From an optimization exercise on the open Yosys and OpenROAD flow, aimed at small area, a short achievable clock period and few clock cycles; shortcuts taken in it are not production practice. Function was checked by simulation only, so behaviour that the tests miss may differ from the original. No activity file was given, so power comes from the tool's default toggle rates.

Setup of cedar:
Design owd_core, start of the top module:
module owd_core (
    input              clk,
    input              rst,
    input              start,
    input              cancel,
    input      [31:0]  sample_rate_hz,
    input              force_overdrive,
    input              channel_valid,
    input      [7:0]   channel,
    output reg         cur_valid,
    output reg [1:0]   cur_cmd,
    output reg [31:0]  cur_n,
    input              cur_ack,
    input      [63:0]  cur_sample,
    input              cur_level,
    input              cur_eos,
    output             snk_valid,
    output     [180:0] snk_data,
    output             idle,
    output             busy,
    output             halted,
    output reg [1:0]   halt_reason,
    output     [7:0]   chan
);
    localparam [31:0] MIN_SAMPLE_RATE_HZ = 32'd2000000;
    localparam [1:0] CMD_QUERY = 2'd0, CMD_ADV_EDGE = 2'd1, CMD_PEEK_EDGE = 2'd2, CMD_ADV_BY = 2'd3;
    localparam [1:0] REC_FRAME = 2'd0, REC_COMMIT = 2'd1, REC_MARKER = 2'd2, REC_PROGRESS = 2'd3;
    localparam [2:0] MK_INVALID = 3'd0, MK_START = 3'd1, MK_DOWNARROW = 3'd2, MK_ZERO = 3'd3,
                     MK_ONE = 3'd4;
    localparam [1:0] LAYER_UNKNOWN = 2'd0, LAYER_DATA = 2'd1, LAYER_COMMAND = 2'd2,
                     LAYER_CRC = 2'd3;
    localparam [1:0] HR_NONE = 2'd0, HR_CANCELLED = 2'd1, HR_EOS = 2'd2, HR_CONFIG = 2'd3;
    localparam [4:0] S_IDLE = 5'd0,  S_HALT = 5'd1,  S_CFGE = 5'd2,  S_Q   = 5'd3,
                     S_M0   = 5'd4,  S_M1   = 5'd5,  S_M2   = 5'd6,  S_GAPF = 5'd7,
                     S_DISP = 5'd8,  S_RA   = 5'd9,  S_B    = 5'd10, S_C1  = 5'd11,
                     S_C2   = 5'd12, S_FR   = 5'd13, S_PR   = 5'd14, S_CX  = 5'd15,
                     S_FIX  = 5'd16, S_EFIX = 5'd17, S_RQ  = 5'd18, S_GQ  = 5'd19;
    reg [4:0]  ph;
    reg [7:0]  cfg_chan;
    reg [63:0] rise, fall, field_start;
    reg [47:0] acc;
    reg [5:0]  bits;
    reg [1:0]  layer;
    reg        unk;         
    reg        defer;       
    reg        warn;
    reg        h_lt10;      
    reg        h_gap;       
    reg        hacc;        
    reg        lvl;         
    reg        lazy;        
    reg        prog_rise;   
    reg        fr_done;
  ...
==> flow/config.mk <==
export PLATFORM = sky130hd
export DESIGN_NAME = owd_core
export DESIGN_NICKNAME = owd_core
export VERILOG_FILES = /design/flow/design.v
export SDC_FILE = /design/flow/constraint.sdc
export NUM_CORES = 4
export LEC_CHECK = 0
export ABC_CLOCK_PERIOD_IN_PS = 3500
export CAP_MARGIN = 30
export CORE_MARGIN = 2
export CORE_UTILIZATION = 62
export SETUP_SLACK_MARGIN = 5
export SLEW_MARGIN = 30
==> flow/constraint.sdc <==
create_clock -name core_clock -period 12.0 [get_ports {clk}]
set_input_delay 2.4000 -clock core_clock [delete_from_list [all_inputs] [get_ports {clk}]]
set_output_delay 2.4000 -clock core_clock [all_outputs]
set_load 0.01 [all_outputs]
run.sh (not shown) runs the stock make flow with config.mk's settings and CLKGATE_MAP_FILE= SYNTH_SCRIPT=/design/flow/synth_recipe.tcl, a recipe that flattens the netlist after the stock synthesis.
Testbench counts of cedar, summed over its fixed seeds: cycles 58,474.
> inputs changed (cedar -> yarrow)
- changing CORE_UTILIZATION from 62 to 50
Results
On synthesized-area fraction occupied by adder cells, yarrow tracks cedar almost exactly.
Die area | yarrow > cedar
Compared with cedar, in yarrow arrival time reported for the critical path endpoint went up 170 ps, final worst setup slack went up 53 ps, wire length of the first global-routing pass went up about 5%.
Clock period minus worst slack was higher in the run labelled cedar.
In the metrics for yarrow and cedar, the one carrying the lower met2 routing resource usage after global routing is yarrow.
The sequential share of cell area was comparable across yarrow and cedar.

* * *

Setup of old:
owd_core, a different RTL version from the one above (not shown whole).
For scale: ~4000 cells after synthesis, ~340 I/O pins, roughly 35000 sq um of cells after synthesis.
clock: 12.0 ns
lec_check: 0
abc_clock_period_in_ps: 2000
cap_margin: 30
core_margin: 2
core_utilization: 55
setup_slack_margin: 5
slew_margin: 30
old went all the way through synthesis, placement and routing and the layout is clean on timing, DRC and antenna.
Testbench counts of old, summed over its fixed seeds: cycles 59,345.
Changes in new relative to old:
-- flow/config.mk --
<<< old, line 8
export ABC_CLOCK_PERIOD_IN_PS = 2000
>>> new, line 8
export ABC_CLOCK_PERIOD_IN_PS = 5000
==> notes.md <==
Between new and old, the clock power figures differ only marginally. From old to new, sequential element share of the synthesized area did not move at all. Global-route usage essentially unchanged between old and new. Count of pins on the block boundary came out exactly the same in old and new.

-- what the ideal ports hide --
How much do the figures lean on ideal ports? The routed layouts below were timed once more, with nothing changed but the port constraints. Step 1 (the two cells are an assumption about what drives the block):
set clk [get_ports {clk}]
set_driving_cell -lib_cell sky130_fd_sc_hd__clkbuf_16 $clk
set_driving_cell -lib_cell sky130_fd_sc_hd__buf_2 [delete_from_list [all_inputs] $clk]
Step 2 also shifts input and output timing later by t, the mid clock arrival at the registers, as if the neighbouring blocks saw the same clock. Three values: ideal, step 1, step 2; two values: the first two.
run | t (ns) | setup WS [ns] | worst setup path at the end | slew at the worst register clock pin (ns) | pins driven straight from the clock port
cedar | 0.671 | 5.015 / 5.031 / 4.373 | input to register | 0.07 / 0.07 | 1
yarrow | 0.685 | 5.068 / 5.068 / 4.422 | input to register | 0.07 / 0.07 | 1
old | 0.681 | 5.181 / 5.230 / 4.549 | input to register | 0.07 / 0.07 | 1
new | 0.681 | 5.181 / 5.230 / 4.549 | input to register | 0.07 / 0.07 | 1
After both steps every run listed still meets setup and hold. For yarrow, which loses most, drivers alone change the setup slack by 0.000 ns; drivers and shift together by -0.646 ns.
